From an optimization exercise on the open Yosys and OpenROAD flow, aimed at small area; shortcuts taken in it are not production practice. Where RTL was checked, it was by simulation tests only, not by an equivalence proof against the original.

rev 12:
## l2c_rx8
module l2c_rx8 (
    input  wire       clk,
    input  wire       rst,
    input  wire       rx_valid,
    input  wire [2:0] rx_ch,
    input  wire       rx_level,
    output wire       rep_byte_valid,
    output wire [7:0] rep_byte,
    output wire       rep_end_valid,
    output wire       rep_end_ok,
    output wire [2:0] rep_ch
);
    localparam integer NCH = 8;
    reg  [NCH-1:0] q_sel;       
    reg            q_level;
    always @(posedge clk) begin
        if (rst)
            q_sel <= {NCH{1'b0}};
        else
            q_sel <= {{(NCH-1){1'b0}}, rx_valid} << rx_ch;
        q_level <= rx_level;
    end
    wire q_valid = |q_sel;
    reg        s_lvl  [0:NCH-1];
    reg [2:0]  s_ones [0:NCH-1];
    reg [7:0]  s_sh   [0:NCH-1];
    reg [10:0] s_bc   [0:NCH-1];
    reg [15:0] s_crc  [0:NCH-1];
    reg         r_lvl;
    reg  [2:0]  r_ones;
    reg  [7:0]  r_sh;
    reg  [10:0] r_bc;
    reg  [15:0] r_crc;
    reg  [2:0]  r_ch;
    integer k;
    always @(*) begin
        r_lvl  = 1'b0;
        r_ones = 3'd0;
        r_sh   = 8'h00;
        r_bc   = 11'd0;
        r_crc  = 16'h0000;
        r_ch   = 3'd0;
        for (k = 0; k < NCH; k = k + 1) begin
            r_lvl  = r_lvl  | (s_lvl[k]  & q_sel[k]);
            r_ones = r_ones | (s_ones[k] & {3{q_sel[k]}});
            r_sh   = r_sh   | (s_sh[k]   & {8{q_sel[k]}});
            r_bc   = r_bc   | (s_bc[k]   & {11{q_sel[k]}});
            r_crc  = r_crc  | (s_crc[k]  & {16{q_sel[k]}});
  ...
Size: about 660 cells after synthesis, ~320 flip-flops, ~21 I/O pins, roughly 0.012 sq mm of cells after synthesis.
==> module l2c_rx8, before the edit <==
module l2c_rx8 (
    input  wire       clk,
    input  wire       rst,
    input  wire       rx_valid,
    input  wire [2:0] rx_ch,
    input  wire       rx_level,
    output wire       rep_byte_valid,
    output wire [7:0] rep_byte,
    output wire       rep_end_valid,
    output wire       rep_end_ok,
    output wire [2:0] rep_ch
);
    localparam integer NCH = 8;
    reg  [NCH-1:0] q_sel;       
    reg            q_level;
    always @(posedge clk) begin
        if (rst)
            q_sel <= {NCH{1'b0}};
        else
            q_sel <= {{(NCH-1){1'b0}}, rx_valid} << rx_ch;
        q_level <= rx_level;
    end
    wire q_valid = |q_sel;
    reg        s_lvl  [0:NCH-1];
    reg [2:0]  s_ones [0:NCH-1];
    reg [7:0]  s_sh   [0:NCH-1];
    reg [10:0] s_bc   [0:NCH-1];
    reg [15:0] s_crc  [0:NCH-1];
    reg         r_lvl;
    reg  [2:0]  r_ones;
    reg  [7:0]  r_sh;
    reg  [10:0] r_bc;
    reg  [15:0] r_crc;
    reg  [2:0]  r_ch;
    integer k;
    always @(*) begin
        r_lvl  = 1'b0;
        r_ones = 3'd0;
        r_sh   = 8'h00;
        r_bc   = 11'd0;
        r_crc  = 16'h0000;
        r_ch   = 3'd0;
        for (k = 0; k < NCH; k = k + 1) begin
            r_lvl  = r_lvl  | (s_lvl[k]  & q_sel[k]);
            r_ones = r_ones | (s_ones[k] & {3{q_sel[k]}});
            r_sh   = r_sh   | (s_sh[k]   & {8{q_sel[k]}});
            r_bc   = r_bc   | (s_bc[k]   & {11{q_sel[k]}});
            r_crc  = r_crc  | (s_crc[k]  & {16{q_sel[k]}});
            r_ch   = r_ch   | (k[2:0]    & {3{q_sel[k]}});
        end
    end
    wire        d      = (q_level == r_lvl);            
    wire        in_a   = |r_sh;                         
    wire        in_b   = !in_a && |r_bc[6:0];           
    wire        sync   = in_a || |r_bc[6:0];
    wire        ones5  = (r_ones == 3'd5);
    wire        ones6  = (r_ones == 3'd6);
    wire        abort  = d && r_ones[2] && r_ones[1];   
    wire        flag   = !d && ones6;
    wire        app    = sync && !abort && !flag && !ones5;
    wire        bytec  = app && r_sh[0];                
    wire        last   = r_bc[10] && !(|r_bc[9:0]);    
    wire        have   = |r_bc;                         
    wire        enough = !in_a || |r_bc[10:2];
    wire        aligned = in_a ? (r_sh[1] && !r_sh[0]) : r_bc[0];
    wire        x6     = in_a ? r_sh[2] : r_bc[1];      
    wire        over   = app && !in_a && r_bc[0];       
    wire        fcs_ok = (r_crc == (x6 ? 16'hD92F : 16'h9F0B));
    wire [2:0]  n_ones = !d ? 3'd0 : (r_ones == 3'd7) ? 3'd7 : r_ones + 3'd1;
    wire [7:0]  n_sh   = (abort || over)     ? 8'h00 :
                         flag                ? 8'h80 :
                         bytec               ? (last ? 8'h00 : 8'h80) :
                         (app && in_a)       ? {d, r_sh[7:1]} : r_sh;
    wire        bc_wr  = flag || abort || over || bytec || (app && in_b);
    wire [10:0] n_bc   = (flag || abort || over) ? 11'd0 :
                         bytec               ? (last ? 11'h040 : {r_bc[9:0], (r_bc[10] ^ r_bc[8]) || !have}) :
                                               {4'h0, d, r_bc[6:1]};
    wire        crc_wr = flag || app;
    wire [15:0] n_crc  = flag ? 16'hFFFF :
                         ((r_crc >> 1) ^ ((r_crc[0] ^ d) ? 16'h8408 : 16'h0000));
    assign rep_byte       = {d, r_sh[7:1]};
    assign rep_byte_valid = q_valid && bytec;
    assign rep_end_valid  = q_valid && (((abort || flag) && sync && have) || over);
    assign rep_end_ok     = flag && aligned && enough && fcs_ok;
    assign rep_ch         = r_ch;
    wire        w_lvl  = rst ? 1'b0 : q_level;
    wire [2:0]  w_ones = rst ? 3'd0 : n_ones;
    wire [7:0]  w_sh   = rst ? 8'h00 : n_sh;
    wire [10:0] w_bc   = rst ? 11'd0 : n_bc;
    integer c;
    always @(posedge clk) begin
        for (c = 0; c < NCH; c = c + 1) begin
            if (rst || q_sel[c]) begin
                s_lvl[c]  <= w_lvl;
                s_ones[c] <= w_ones;
                s_sh[c]   <= w_sh;
            end
            if (rst || (q_sel[c] && bc_wr))
                s_bc[c]   <= w_bc;
            if (q_sel[c] && crc_wr)
                s_crc[c]  <= n_crc;
        end
    end
endmodule
clock: 6.0 ns
lec_check: 0
cap_margin: 0
core_margin: 2
core_utilization: 40
slew_margin: 0
standard.sh (not shown) runs the stock make flow with config.mk's settings and CLKGATE_MAP_FILE= SYNTH_SCRIPT=/design/flow/synth_recipe.tcl, a recipe that flattens the netlist after the stock synthesis.
==> flow/flow/run.sh <==
#!/bin/bash
# Layout flow: the standard flow (standard.sh) with these changes:
#  - synthesis maps the logic with ABC's area mapper (flow/synth.tcl,
#    flow/abc_area.script); registers are mapped exactly as in the standard
#    synthesis;
#  - port buffers use the smallest buffer cell;
#  - CTS uses clkbuf_4 cells in small clusters and adds no dummy loads.
# Each step's full output is in orfs/logs/; make's output is in flow.log.
set -euo pipefail
here=$(pwd)
export MY_ABC_SCRIPT=$here/flow/abc_area.script
export BUFFER_PORTS_ARGS="-buffer_cell sky130_fd_sc_hd__buf_1"
export CTS_ARGS="-sink_clustering_enable -repair_clock_nets -dont_use_dummy_load -buf_list sky130_fd_sc_hd__clkbuf_4 -sink_clustering_size 10 -sink_clustering_max_diameter 40"
sed "s#SYNTH_SCRIPT=[^ ]*#SYNTH_SCRIPT=$here/flow/synth.tcl#" standard.sh > own_standard.sh
grep -q "SYNTH_SCRIPT=$here/flow/synth.tcl" own_standard.sh
bash own_standard.sh finish > flow.log 2>&1
==> flow/flow/abc_area.script <==
strash
dc2
dc2
dch -f
amap -A 8 -F 2
==> flow/flow/synth.tcl <==
# synth_recipe.tcl with one change: ABC maps the logic with an area-oriented
# script (flow/abc_area.script) instead of ORFS's. Registers are mapped by
# the same steps as the standard synthesis, so they keep their names and cells.
proc synth {args} { yosys synth -nofsm -noshare {*}$args }
proc abc {args} {
  set i [lsearch $args -script]
  if {$i >= 0} { lset args [expr {$i + 1}] $::env(MY_ABC_SCRIPT) }
  yosys abc {*}$args
}
source $::env(SCRIPTS_DIR)/synth.tcl
# left out here: clear keep_hierarchy, flatten, clean up, hide names made inside functions, write 1_2_yosys.v
> inputs changed (rev 12 -> rev 13)
diff --git a/flow/design.v b/flow/design.v
--- a/flow/design.v
+++ b/flow/design.v
@@ -57,26 +57,26 @@
     wire        ones6  = (r_ones == 3'd6);
     wire        abort  = d && r_ones[2] && r_ones[1];   
     wire        flag   = !d && ones6;
     wire        app    = sync && !abort && !flag && !ones5;
     wire        bytec  = app && r_sh[0];                
-    wire        last   = r_bc[10] && !(|r_bc[9:0]);    
     wire        have   = |r_bc;                         
     wire        enough = !in_a || |r_bc[10:2];
-    wire        aligned = in_a ? (r_sh[1] && !r_sh[0]) : r_bc[0];
-    wire        x6     = in_a ? r_sh[2] : r_bc[1];      
-    wire        over   = app && !in_a && r_bc[0];       
+    wire        aligned = in_a ? (r_sh[1] && !r_sh[0]) : r_bc[6];
+    wire        x6     = in_a ? r_sh[2] : r_bc[5];      
+    wire        over   = app && !in_a && r_bc[6];       
+    wire        last   = r_bc[10] && !(|r_bc[9:0]);    
     wire        fcs_ok = (r_crc == (x6 ? 16'hD92F : 16'h9F0B));
     wire [2:0]  n_ones = !d ? 3'd0 : (r_ones == 3'd7) ? 3'd7 : r_ones + 3'd1;
     wire [7:0]  n_sh   = (abort || over)     ? 8'h00 :
                          flag                ? 8'h80 :
                          bytec               ? (last ? 8'h00 : 8'h80) :
                          (app && in_a)       ? {d, r_sh[7:1]} : r_sh;
-    wire        bc_wr  = flag || abort || over || bytec || (app && in_b);
+    wire        bc_wr  = bytec || (app && in_b);
     wire [10:0] n_bc   = (flag || abort || over) ? 11'd0 :
-                         bytec               ? (last ? 11'h040 : {r_bc[9:0], (r_bc[10] ^ r_bc[8]) || !have}) :
-                                               {4'h0, d, r_bc[6:1]};
+                         bc_wr ? {r_bc[9:0], bytec ? ((r_bc[10] ^ r_bc[8]) || !have) : d} :
+                         r_bc;
     wire        crc_wr = flag || app;
     wire [15:0] n_crc  = flag ? 16'hFFFF :
                          ((r_crc >> 1) ^ ((r_crc[0] ^ d) ? 16'h8408 : 16'h0000));
     assign rep_byte       = {d, r_sh[7:1]};
     assign rep_byte_valid = q_valid && bytec;
@@ -92,13 +92,12 @@
         for (c = 0; c < NCH; c = c + 1) begin
             if (rst || q_sel[c]) begin
                 s_lvl[c]  <= w_lvl;
                 s_ones[c] <= w_ones;
                 s_sh[c]   <= w_sh;
+                s_bc[c]   <= w_bc;
             end
-            if (rst || (q_sel[c] && bc_wr))
-                s_bc[c]   <= w_bc;
             if (q_sel[c] && crc_wr)
                 s_crc[c]  <= n_crc;
         end
     end
 endmodule
==> comparison <==
Diff rev 12..rev 13 | hold-fix buffer count after cts | unchanged. From rev 12 to rev 13 the numbers moved as follows: final area lost about 0.9%; final hold slack has decreased; final period demand of the worst path saw a decrease; synthesized area has remained practically unchanged. Taking rev 12 as the reference, in rev 13 number of resized instances in the post-cts repair step fell by 2; global router's overall resource usage stayed essentially flat; remaining max-slew budget at the tightest pin fell by 11 points. Compared with rev 12, in rev 13 slack of the critical path now larger; cell area reported after detailed placement now smaller; die height comparable. Of the two values seen for worst setup path startpoint, q_sel[5]$_SDFF_PP0_ was produced by rev 13 and q_sel[3]$_SDFF_PP0_ by rev 12. Rev 13: clock buffer count 1 above rev 12.
Function not checked in rev 13: the RTL went through the layout flow alone.

[port drivers added, routing unchanged]
No port has a modelled driver above. Below, the same layouts with a new extraction and two added sets of constraints.
Step 1 assumes that a clkbuf_16 drives the clock port and a buf_2 every other input.
Step 2 adds t to the input delays and takes it off the output delays; t is the mean of the earliest and latest rising clock arrival at the registers after step 1. Input paths then give back, and output paths get back, about the clock's delay inside the block.
Three values: ideal ports, drivers, drivers and shift; two values: the first two.
run | t (ns) | slack for setup (ns) | worst setup path at the end | clock arrival spread, ns | slew at the worst register clock pin (ns)
rev 12 | 0.659 | 0.391 / 0.352 / 1.011 | register to output | 0.079 / 0.079 | 0.10 / 0.10
rev 13 | 0.661 | 0.539 / 0.498 / 0.802 | register to register | 0.099 / 0.100 | 0.10 / 0.10
After both steps every run listed still meets setup and hold.
